Context: an optimization exercise on an open-source flow, tuned for small area, a short achievable clock period and few clock cycles per item. The choices shown serve that exercise and are no tape-out recipe.
No functional check of the RTL was part of any run shown here.
Power figures rest on the tool's default switching activity, not on a simulated workload.

[design/flow/config.mk]
export PLATFORM = sky130hd
export DESIGN_NAME = cptv_decoder
export DESIGN_NICKNAME = cptv_decoder
export VERILOG_FILES = /design/flow/design.v
export SDC_FILE = /design/flow/constraint.sdc
export NUM_CORES = 4
export LEC_CHECK = 0
export CAP_MARGIN = 20
export CORE_MARGIN = 2
export CORE_UTILIZATION = 40
export SETUP_SLACK_MARGIN = 4.2
export SLEW_MARGIN = 20
[design/flow/constraint.sdc]
create_clock -name core_clock -period 7.0 [get_ports {clk}]
set_input_delay 1.4000 -clock core_clock [delete_from_list [all_inputs] [get_ports {clk}]]
set_output_delay 1.4000 -clock core_clock [all_outputs]
set_load 0.01 [all_outputs]
[design/flow/design.v]
module cptv_decoder (
    input  wire        clk,
    input  wire        rst,           
    input  wire        cmd_valid,
    output wire        cmd_ready,
    input  wire [4:0]  cmd_width,     
    input  wire [15:0] cmd_count,     
    input  wire        cmd_hist,      
    output reg         cmd_err,       
    input  wire        in_valid,
    output wire        in_ready,
    input  wire [31:0] in_data,
    input  wire        h_valid,
    output wire        h_ready,
    input  wire [15:0] h_data,
    output reg         out_valid,
    input  wire        out_ready,
    output reg  [15:0] out_data,
    output reg         out_last
);
    reg        idle;          
    reg        hist;
    reg [3:0]  wm1;           
    reg [15:0] sl;            
    reg [31:0] w0, w1;        
    reg        v0, v1;
    reg [4:0]  p;             
    reg        in_rdy;
    reg [15:0] rr;            
    reg        r_valid, r_last;
    reg [15:0] acc;           
    reg        a_valid, a_last;
    reg [15:0] hb;            
    reg        hbv;
    reg        h_rdy;
    reg        sk_valid;      
    reg [15:0] sk_data;
    reg        sk_last;
    assign cmd_ready = idle;
    assign in_ready  = in_rdy;
    assign h_ready   = h_rdy;
    wire cmd_ok   = (cmd_width != 5'd0) && (!cmd_width[4] || cmd_width[3:0] == 4'd0) &&
                    (cmd_count != 16'd0);
    wire cmd_take = cmd_valid && idle && cmd_ok;
    wire [5:0]  pw    = {1'b0, p} + {2'b0, wm1};        
    wire        xing  = pw[5];                          
    wire [5:0]  pn    = pw + 6'd1;                      
    wire        have  = v0 && (!xing || v1);
    wire        sl_ge2 = |sl[15:1];
    wire        sl_nz  = sl_ge2 | sl[0];
    wire s2 = a_valid && (!hist || hbv) && !sk_valid;   
    wire s1 = r_valid && (!a_valid || s2);              
    wire s0 = !idle && sl_nz && have && (!r_valid || s1);
    wire [47:0] cat    = {w0, w1[31:16]};
    wire [47:0] shl    = cat << p;
    wire [15:0] window = shl[47:32];
    wire [15:0] resid  = $signed(window) >>> (~wm1);
    wire [15:0] sample = acc + (hb & {16{hist}});
    wire out_free = !out_valid || out_ready;
    wire push  = in_valid && in_rdy;
    wire pop   = s0 && pn[5];
    wire lastc = s0 && !sl_ge2;                         
    reg        v0_n, v1_n;
    reg [4:0]  p_n;
    reg        r_valid_n, a_valid_n, hbv_n, sk_valid_n, idle_n;
    always @(*) begin
        p_n = s0 ? pn[4:0] : p;
        if (lastc) begin
            v0_n = 1'b0;
            v1_n = 1'b0;
        end else if (pop) begin
            v0_n = v1 || push;
            v1_n = v1 && push;
        end else begin
            v0_n = v0 || push;
            v1_n = v1 || (v0 && push);
        end
        r_valid_n  = s0 || (r_valid && !s1);
        a_valid_n  = s1 || (a_valid && !s2);
        hbv_n      = (h_valid && h_rdy) || (hbv && !(s2 && hist));
        sk_valid_n = sk_valid ? !out_free : (s2 && !out_free);
        idle_n     = idle || (s2 && a_last);
    end
    wire [5:0] pw_n  = {1'b0, p_n} + {2'b0, wm1};           
    wire [6:0] pw2_n = {2'b0, p_n} + {2'b0, wm1, 1'b0};     
    wire sl_n_ge2 = s0 ? (|sl[15:2] || (sl[1] && sl[0])) : sl_ge2;
    wire sl_n_nz  = s0 ? sl_ge2 : sl_nz;
    wire in_rdy_n = !idle_n && (v0_n ? (!v1_n && (pw_n[5] || (sl_n_ge2 && pw2_n >= 7'd31)))
                                     : sl_n_nz);
    wire h_rdy_n  = !idle_n && hist &&
                    (hbv_n ? (a_valid_n && !sk_valid_n && (r_valid_n || sl_n_nz))
                           : (a_valid_n || r_valid_n || sl_n_nz));
    always @(posedge clk) begin
        if (rst) begin
            idle      <= 1'b1;
            v0        <= 1'b0;
            v1        <= 1'b0;
            in_rdy    <= 1'b0;
            r_valid   <= 1'b0;
            a_valid   <= 1'b0;
            hbv       <= 1'b0;
            h_rdy     <= 1'b0;
            sk_valid  <= 1'b0;
            out_valid <= 1'b0;
            cmd_err   <= 1'b0;
        end else begin
            cmd_err   <= cmd_valid && idle && !cmd_ok;
            v0        <= v0_n;
            v1        <= v1_n;
            r_valid   <= r_valid_n;
            a_valid   <= a_valid_n;
            hbv       <= hbv_n;
            sk_valid  <= sk_valid_n;
            if (cmd_take) begin
                idle   <= 1'b0;
                in_rdy <= 1'b0;
                h_rdy  <= 1'b0;
            end else begin
                idle   <= idle_n;
                in_rdy <= in_rdy_n;
                h_rdy  <= h_rdy_n;
            end
            if (out_free)
                out_valid <= sk_valid || s2;
        end
    end
    always @(posedge clk) begin
        if (idle) begin
            hist <= cmd_hist;
            wm1  <= cmd_width[3:0] - 4'd1;
            sl   <= cmd_count;
            p    <= 5'd0;
        end else begin
            if (s0)
                sl <= sl - 16'd1;
            p <= p_n;
        end
        if (!v0 || pop)
            w0 <= v1 ? w1 : in_data;
        if (!v1)
            w1 <= in_data;
        if (s0) begin
            rr     <= resid;
            r_last <= !sl_ge2;
        end
        if (idle)
            acc <= 16'd0;
        else if (s1)
            acc <= acc + rr;
        if (s1)
            a_last <= r_last;
        if (!hbv || (s2 && hist))
            hb <= h_data;
        if (out_free) begin
            if (sk_valid) begin
                out_data <= sk_data;
                out_last <= sk_last;
            end else begin
                out_data <= sample;
                out_last <= a_last;
            end
        end else if (!sk_valid) begin
            sk_data <= sample;
            sk_last <= a_last;
        end
    end
endmodule
[design/flow/run.sh]
#!/bin/bash
# synth_recipe.tcl (not shown) runs the flow's synth.tcl, then flattens the netlist and writes it again
# the make line also repeats each setting of config.mk as NAME=value (left out here)
make -C /OpenROAD-flow-scripts/flow DESIGN_CONFIG=/design/flow/config.mk WORK_HOME=/design/flow/orfs CLKGATE_MAP_FILE= SYNTH_SCRIPT=/design/flow/synth_recipe.tcl finish
==> results of run 1 <==
-- cell families (layout without fill, tap and decap cells) --
kind of cell	Yosys count	count (layout)	share of synthesized area
AND/OR/NAND/NOR	268	268	0.1124
AO/OA/AOI/OAI	199	200	0.1154
adder cells (fa/ha/maj)	50	50	0.05791
XOR/XNOR	42	42	0.03262
multiplexers	152	152	0.2133
buffers and inverters	90	245	0.03262
flip-flops	185	185	0.4358
-- area by class of cell --
class / count / area share
multi-input cells: 712 / 0.4468
flip-flops and latches: 185 / 0.3400
repair buffers: 176 / 0.1280
well taps: 378 / 0.03263
clock buffers: 18 / 0.02961
inverters: 37 / 0.01226
clock inverters: 14 / 0.01070
-- layer usage --
metal | wire length (um) | global-route usage
met4 | 422 | 0.05480
met5 | 0 | 0
met3 | 1490 | 0.03113
met2 | 14120 | 0.3243
met1 | 12590 | 0.2659
-- registers in the layout, indices dropped and copies added (netlist names), 4 cells and up --
register / flops
acc: 16
sk_data: 16
wm1: 4
sl: 16
w0: 32
w1: 32
rr: 16
hb: 16
p: 5
out_data: 16
-- power breakdown --
part	leakage [nW]	switching, mW	internal (mW)
Combinational	3.30	0.232	0.250
Sequential	1.77	0.0527	1.23
Clock	0.287	0.494	0.480
-- worst max path at each step --
stage | startpoint | endpoint | slack, ns | depth (start not counted)
after floorplan | sl[10] | in_rdy | 3.32 | 14
after global placement | wm1[3] | in_rdy | 2.52 | 16
after detailed placement | wm1[3] | in_rdy | 2.34 | 16
after CTS | sl[10] | in_rdy | 3.57 | 16
after global routing | p[0] | in_rdy | 3.29 | 17
final | wm1[1] | in_rdy | 3.52 | 16
-- worst max-delay path: cells and delay by family, from the launching register on --
kind | cells | cell delay [ns]
compound gates | 6 | 0.83
xor+xnor | 3 | 0.60
buf+inv | 3 | 0.32
simple gates | 2 | 0.45
flops | 1 | 0.43
fa+ha+maj | 2 | 0.77
-- timing repair --
action / CTS / global route
buffers inserted: 46 / 18
endpoints found under the hold margin: 0 / 0
gates cloned: 8 / 1
resized for setup: 83 / 42
pin swaps: 31 / 31
endpoints found under the setup margin: 104 / 67
-- cell usage after synthesis, drive strengths merged (5+ instances only) --
| cell | instances |
|---|---|
| and2 | 17 |
| o211ai | 7 |
| ha | 45 |
| nor2b | 12 |
| a22o | 8 |
| nand3 | 23 |
| mux4 | 65 |
| nand2 | 89 |
| a211oi | 7 |
| nand3b | 6 |
| o31ai | 5 |
| a221oi | 8 |
| o21ai | 48 |
| nand2b | 9 |
| or3 | 9 |
| xor2 | 19 |
| nor2 | 62 |
| mux2 | 54 |
| nor3 | 21 |
| edfxtp | 121 |
| a21oi | 57 |
| mux2i | 33 |
| buf | 14 |
| xnor2 | 23 |
| clkbuf | 39 |
| a21o | 16 |
| dfxtp | 64 |
| nor4 | 6 |
| inv | 34 |
-- stage by stage --
stage / hold slack [ns] / worst slack, ns / cell area (um2) / cells / total power, mW
floorplan: 0.4003 / 3.324 / 11470 / 986 / 1.552
global placement: 0.4068 / 2.522 / 12660 / 1415 / 1.692
detailed placement: 0.4162 / 2.341 / 12660 / 1415 / 1.695
CTS: 0.4266 / 3.568 / 14150 / 1501 / 2.724
global route: 0.4449 / 3.292 / 14500 / 1520 / 2.853
finish: 0.4263 / 3.521 / 14500 / 1520 / 2.744
==> reports/metrics.csv, run 1 <==
stage;metric;value;unit
logic_synthesis;synth_warnings;1;
timing;finalSetupViolCount;0;
logic_synthesis;synthArstFlopShare;0;
logic_synthesis;syn-cell-area;11280;um2
logic_synthesis;synth_ff_type;edfxtp_1;
detailed_routing;drtAntennaViolNets;0;
timing;drv_slew;0;
detailed_routing;via_per_inst;5.691;
timing;fmax;0.2874;GHz
final_layout;drive_above_1_share;0.2767;
power_and_ir_drop;leakagePower;5.359;nW
global_routing;grt_antenna_before_repair;0;
clock_tree;cts.sinks;185;
setup_path;arrival;3.85;ns
logic_synthesis;synth_top_cell_area_share;0.3222;
final_layout;final_cell_mix;121 x edfxtp_1, 95 x clkdlybuf4s50_1, 85 x nand2_1, 65 x mux4_2, 58 x nor2_1;
logic_synthesis;seq_area_frac_synth;0.4358;
global_routing;grt_util_all_layers;0.1954;
clock_tree;clk_path_buf_depth;2;
timing;hold_violations;0;
final_layout;regArea;4928;um2
place;io_buffers;97;
status;status;timing/DRC/antenna clean;
logic_synthesis;ys_ff_latch;185;
logic_synthesis;synth_edf_count;121;
setup_path;cpPeakStageDelay;0.44;ns
final_layout;multi_input_area;6476;um2
final_layout;area_growth;28.52;%
final_layout;num_antenna_cells;0;
setup_path;crit_path_end_kind;flop;
setup_path;cp_max_fo;11;
setup_path;crit_top_cell;xnor2_2;
floorplan;core;27780;um2
setup_path;cp_slowest_cell;fa_2;
clock_tree;cts_buffers;17;
detailed_routing;drt_iter0_markers;711;
final_layout;nets;1254;
flow_run;cap_violations;0;
power_and_ir_drop;powerDensity;189.3;nW/um2
setup_path;r2r_start;wm1[1];
timing;final.setup_skew;0.01945;ns
power_and_ir_drop;peakVddDrop;0.0001640;V
setup_path;path_cells;buf_4, inv_6, fa_2, xnor2_2, a22oi_1, o22ai_1, a21oi_1, nand3b_1, xnor2_2, inv_1, ha_1, xor2_2, nor4b_4, a221oi_2, o22a_1, o21ai_1;
logic_synthesis;syn_avg_cell_area;11.44;um2
worst_hold_path;hold_depth;0;
worst_hold_path;timing.hold.worst_endpoint;a_last;
worst_hold_path;min_path_type;reg -> reg;
timing;period_minus_slack;3.479;ns
worst_hold_path;hold_start;r_last;
timing;finalCritPeriodShare;0.4971;
detailed_routing;wirelength;28630;um
setup_path;r2r_setup_slack;3.52;ns
setup_path;timing.rr.end;in_rdy;
setup_path;cp.required;7.37;ns
floorplan;die_y;171.9;um
place;dpl.hpwl;18550;um
timing;slew_headroom;0.4682;
setup_path;worstRegToRegCells;16;
final_layout;final_common_cell;edfxtp_1;
final_layout;final_core_util;0.5218;
clock_tree;htreeDepth;4;
global_routing;grt_pass1_vias;8417;
floorplan;io_pins;98;
timing;rsz0062_at_grt;true;
clock_tree;worstSkewPairLatency;0.44;ns
detailed_routing;dr.pass1.iters;6;
floorplan;dieArea;29550;um2
logic_synthesis;synth_area_leaders;edfxtp_1 32%, mux4_2 13%, dfxtp_1 11%, mux2_2 5.1%, ha_1 5.0%;
timing;worst_pin_slew;0.7957;ns
setup_path;path_class;reg -> reg;
detailed_routing;wl_per_cell;18.83;um
logic_synthesis;synthCells;986;
clock_tree;holdBufCountCts;0;
clock_tree;clk_pin_slew;0.07;ns
timing;tns;0;ns
floorplan;initial_core_util;0.4060;
global_routing;grt_overflow;0;
detailed_routing;drcViolationCount;0;
final_layout;fillers;2428;
logic_synthesis;synth_nets;1111;
detailed_routing;vias;8650;
floorplan;fp-row-count;61;
clock_tree;cts_root_buffer;clkbuf_16;
place;routabilityCongestion;0.8958;
clock_tree;cts_tree;done;
floorplan;die_w;171.9;um
global_routing;grt_pass1_wl;44950;um
setup_path;start_kind;flop;
logic_synthesis;yosysTopAreaCell;edfxtp_1;
logic_synthesis;synth_cell_types;67;
global_routing;grt_max_degree;41;
==> run 2, diff against run 1 <==
--- a/design/flow/config.mk
+++ b/design/flow/config.mk
@@ -5,8 +5,9 @@
 export SDC_FILE = /design/flow/constraint.sdc
 export NUM_CORES = 4
 export LEC_CHECK = 0
+export ABC_CLOCK_PERIOD_IN_PS = 2500
 export CAP_MARGIN = 20
 export CORE_MARGIN = 2
 export CORE_UTILIZATION = 40
-export SETUP_SLACK_MARGIN = 4.2
+export SETUP_SLACK_MARGIN = 4.5
 export SLEW_MARGIN = 20
==> run 2 against run 1 <==
Utilization rose by 1.8 points. Power rose by 1.8%. First-iteration DRC count rose by 6.2%. Clock power barely moved. Clock skew rose by 0.00064 ns. Die area did not move. Wire length rose by 1.6%. Synthesized area did not move. Critical endpoint unchanged. Largest cell class unchanged.
==> reports/metrics.csv, run 2 <==
stage;metric;value;unit
timing;hold_violations;0;
logic_synthesis;synth_warnings;1;
power_and_ir_drop;leakagePower;5.563;nW
clock_tree;cts_tree;done;
final_layout;reg_top3;w0 x32, w1 x32;
power_and_ir_drop;powerDensity;186.3;nW/um2
setup_path;path_cells;ha_1, a21oi_2, o211ai_1, nand2_1, nand4_1, buf_6, buf_4, a21oi_2, inv_1, ha_1, a21o_1, a21oi_2, xor2_1, nor4b_2, a221oi_2, o22a_1, o21ai_1;
place;dpl.hpwl;18550;um
logic_synthesis;synth_top_cell_area_share;0.3222;
logic_synthesis;synth_common_cells;121 x edfxtp_1, 89 x nand2_1, 65 x mux4_2;
clock_tree;cts_buffers;17;
global_routing;grt_pass1_wl;45720;um
setup_path;worstRegToRegCells;17;
final_layout;num_antenna_cells;0;
floorplan;io_pins;98;
setup_path;cpPeakStageDelay;0.44;ns
clock_tree;clk_path_buf_depth;2;
setup_path;r2r_setup_slack;3.50;ns
final_layout;final_cell_mix;121 x edfxtp_1, 84 x nand2_1, 75 x clkdlybuf4s50_1, 75 x buf_4, 65 x mux4_2;
logic_synthesis;synth_edf_count;121;
detailed_routing;drcViolationCount;0;
timing;period_minus_slack;3.495;ns
logic_synthesis;synthCells;986;
detailed_routing;vias;8667;
power_and_ir_drop;total_power;2.792;mW
clock_tree;clk_pin_slew;0.08;ns
floorplan;initial_core_util;0.4060;
place;routabilityCongestion;0.8607;
setup_path;crit_path_end_kind;flop;
place;pre_cts_slack;2.274;ns
timing;fmax;0.2861;GHz
setup_path;crit_top_cell;a21oi_2;
status;status;timing/DRC/antenna clean;
place;io_buffers;97;
final_layout;final_common_cell;edfxtp_1;
worst_hold_path;min_path_type;reg -> reg;
floorplan;dieArea;29550;um2
power_and_ir_drop;peakVddDrop;0.0001644;V
floorplan;core;27780;um2
global_routing;grt_max_degree;41;
flow_run;cap_violations;0;
final_layout;final_cells;1548;
timing;layout_setup_ws;3.505;ns
clock_tree;htreeDepth;4;
logic_synthesis;yosysMostFrequentCell;edfxtp_1;
global_routing;grt_overflow;0;
timing;final.setup_skew;0.02009;ns
logic_synthesis;synth_area_leaders;edfxtp_1 32%, mux4_2 13%, dfxtp_1 11%, mux2_2 5.1%, ha_1 5.0%;
timing;hold_slack;0.4331;ns
setup_path;arrival;3.82;ns
timing;drv_slew;0;
setup_path;path_class;reg -> reg;
timing;finalCritPeriodShare;0.4993;
logic_synthesis;synth_cell_types;67;
setup_path;cp.required;7.32;ns
logic_synthesis;yosysTopAreaCell;edfxtp_1;
logic_synthesis;synthArstFlopShare;0;
detailed_routing;drtAntennaViolNets;0;
worst_hold_path;hold_depth;0;
floorplan;die_y;171.9;um
detailed_routing;dr.pass1.iters;5;
floorplan;die_w;171.9;um
timing;tns;0;ns
final_layout;nets;1282;
setup_path;cp_slowest_cell;edfxtp_1;
logic_synthesis;seq_area_frac_synth;0.4358;
logic_synthesis;synth_ff_type;edfxtp_1;
clock_tree;worstSkewPairLatency;0.45;ns
timing;slew_headroom;0.4666;
global_routing;grt_util_all_layers;0.1982;
clock_tree;cts_root_buffer;clkbuf_16;
final_layout;area_growth;32.92;%
place;placed_cells;1413;
logic_synthesis;ys_ff_latch;185;
clock_tree;cts.sinks;185;
timing;rsz0062_at_grt;true;
final_layout;drive_above_1_share;0.3325;
detailed_routing;via_per_inst;5.599;
global_routing;grt_antenna_before_repair;1;
logic_synthesis;syn_avg_cell_area;11.44;um2
logic_synthesis;syn-cell-area;11280;um2
detailed_routing;drt_iter0_markers;755;
detailed_routing;wl_per_cell;18.79;um
timing;worst_pin_slew;0.7981;ns
detailed_routing;wirelength;29080;um
floorplan;fp-row-count;61;
setup_path;cp_max_fo;5;
timing;finalSetupViolCount;0;
setup_path;start_kind;flop;
logic_synthesis;synth_nets;1111;
global_routing;grt_pass1_vias;8567;
run 2: changes by cell type in the layout (fill, tap and decap cells not counted), sizes merged:
cell,delta
inv,+2
bufbuf,-1
clkinv,-2
clkdlybuf4s15,+14
clkbuf,+5
dlymetal6s2s,-1
clkdlybuf4s50,-20
buf,+29
clkinvlp,+2
run 2: final cells by class:
class / count / area, um2
Fill cell: 2373 / 12790
Timing Repair Buffer: 203 / 2064
Timing Repair inverter: 1 / 8.758
Tap cell: 378 / 473.0
Multi-Input combinational cell: 712 / 6716
Clock inverter: 15 / 188.9
Inverter: 37 / 175.2
Sequential cell: 185 / 4938
Clock buffer: 17 / 425.4
run 2: cells by family (layout without fill, tap and decap cells):
group	after synthesis	after routing	synth area share
and+or+nand+nor	268	268	0.1124
adders and majority gates	50	50	0.05791
buffers and inverters	90	273	0.03262
xor gates and xnor gates	42	42	0.03262
DFF	185	185	0.4358
muxes	152	152	0.2133
AOI/OAI and AO/OA	199	200	0.1154
run 2: repair_timing:
item                                    in CTS  in global routing
buffers inserted                            77                 16
endpoints found under the setup margin     164                131
cloned                                       9                  1
gates resized for setup                    142                 74
hold buffers                                 0                  0
pin swaps                                   49                 37
run 2: final timing paths:
check | from | end
worst min-delay path | r_last | a_last
worst min register to register | r_last | a_last
worst max register to register | wm1[1] | in_rdy
worst max-delay path | wm1[1] | in_rdy
run 2: worst max-delay path, delay by kind of cell, from the launching register on:
kind | cells | cell delay (ns)
AND/OR/NAND/NOR | 3 | 0.34
buffers and inverters | 3 | 0.41
AO/OA/AOI/OAI | 8 | 1.35
XOR/XNOR | 1 | 0.22
flip-flops | 1 | 0.44
adder cells (fa/ha/maj) | 2 | 0.62
run 2: power breakdown:
part | switching (mW) | internal (mW)
Sequential | 0.0506 | 1.23
Combinational | 0.242 | 0.264
Clock | 0.510 | 0.492
run 2: routing by layer:
metal  share of wire  track usage
met1            0.44       0.2687
met5               0     0.008696
met4           0.015      0.05115
met3           0.056      0.04028
met2            0.48       0.3250
run 2: through the flow:
stage	utilization	instance area, um2
after floorplan	-	11560
after detailed placement	0.4578	12720
after global routing	0.5396	14990
after global placement	0.4578	12720
after CTS	0.5250	14580
final	0.5396	14990

[what the ideal ports hide]
No port has a modelled driver above. Below, the same layouts with a new extraction and two added sets of constraints. Step 1 assumes that a clkbuf_16 drives the clock port and a buf_2 every other input. Step 2 times the ports against the registers' clock, not the clock port: input delays grow and output delays shrink by t, the midpoint of the rising clock arrivals with the driver on. a / b / c = ideal / step 1 / step 2; a / b = the first two.
| run | t, ns | setup slack, ns | clock arrival spread, ns |
|---|---|---|---|
| run 1 | 0.481 | 3.521 / 3.521 / 3.521 | 0.019 / 0.019 |
| run 2 | 0.485 | 3.505 / 3.505 / 3.505 | 0.020 / 0.020 |
After both steps every run listed still meets setup and hold.
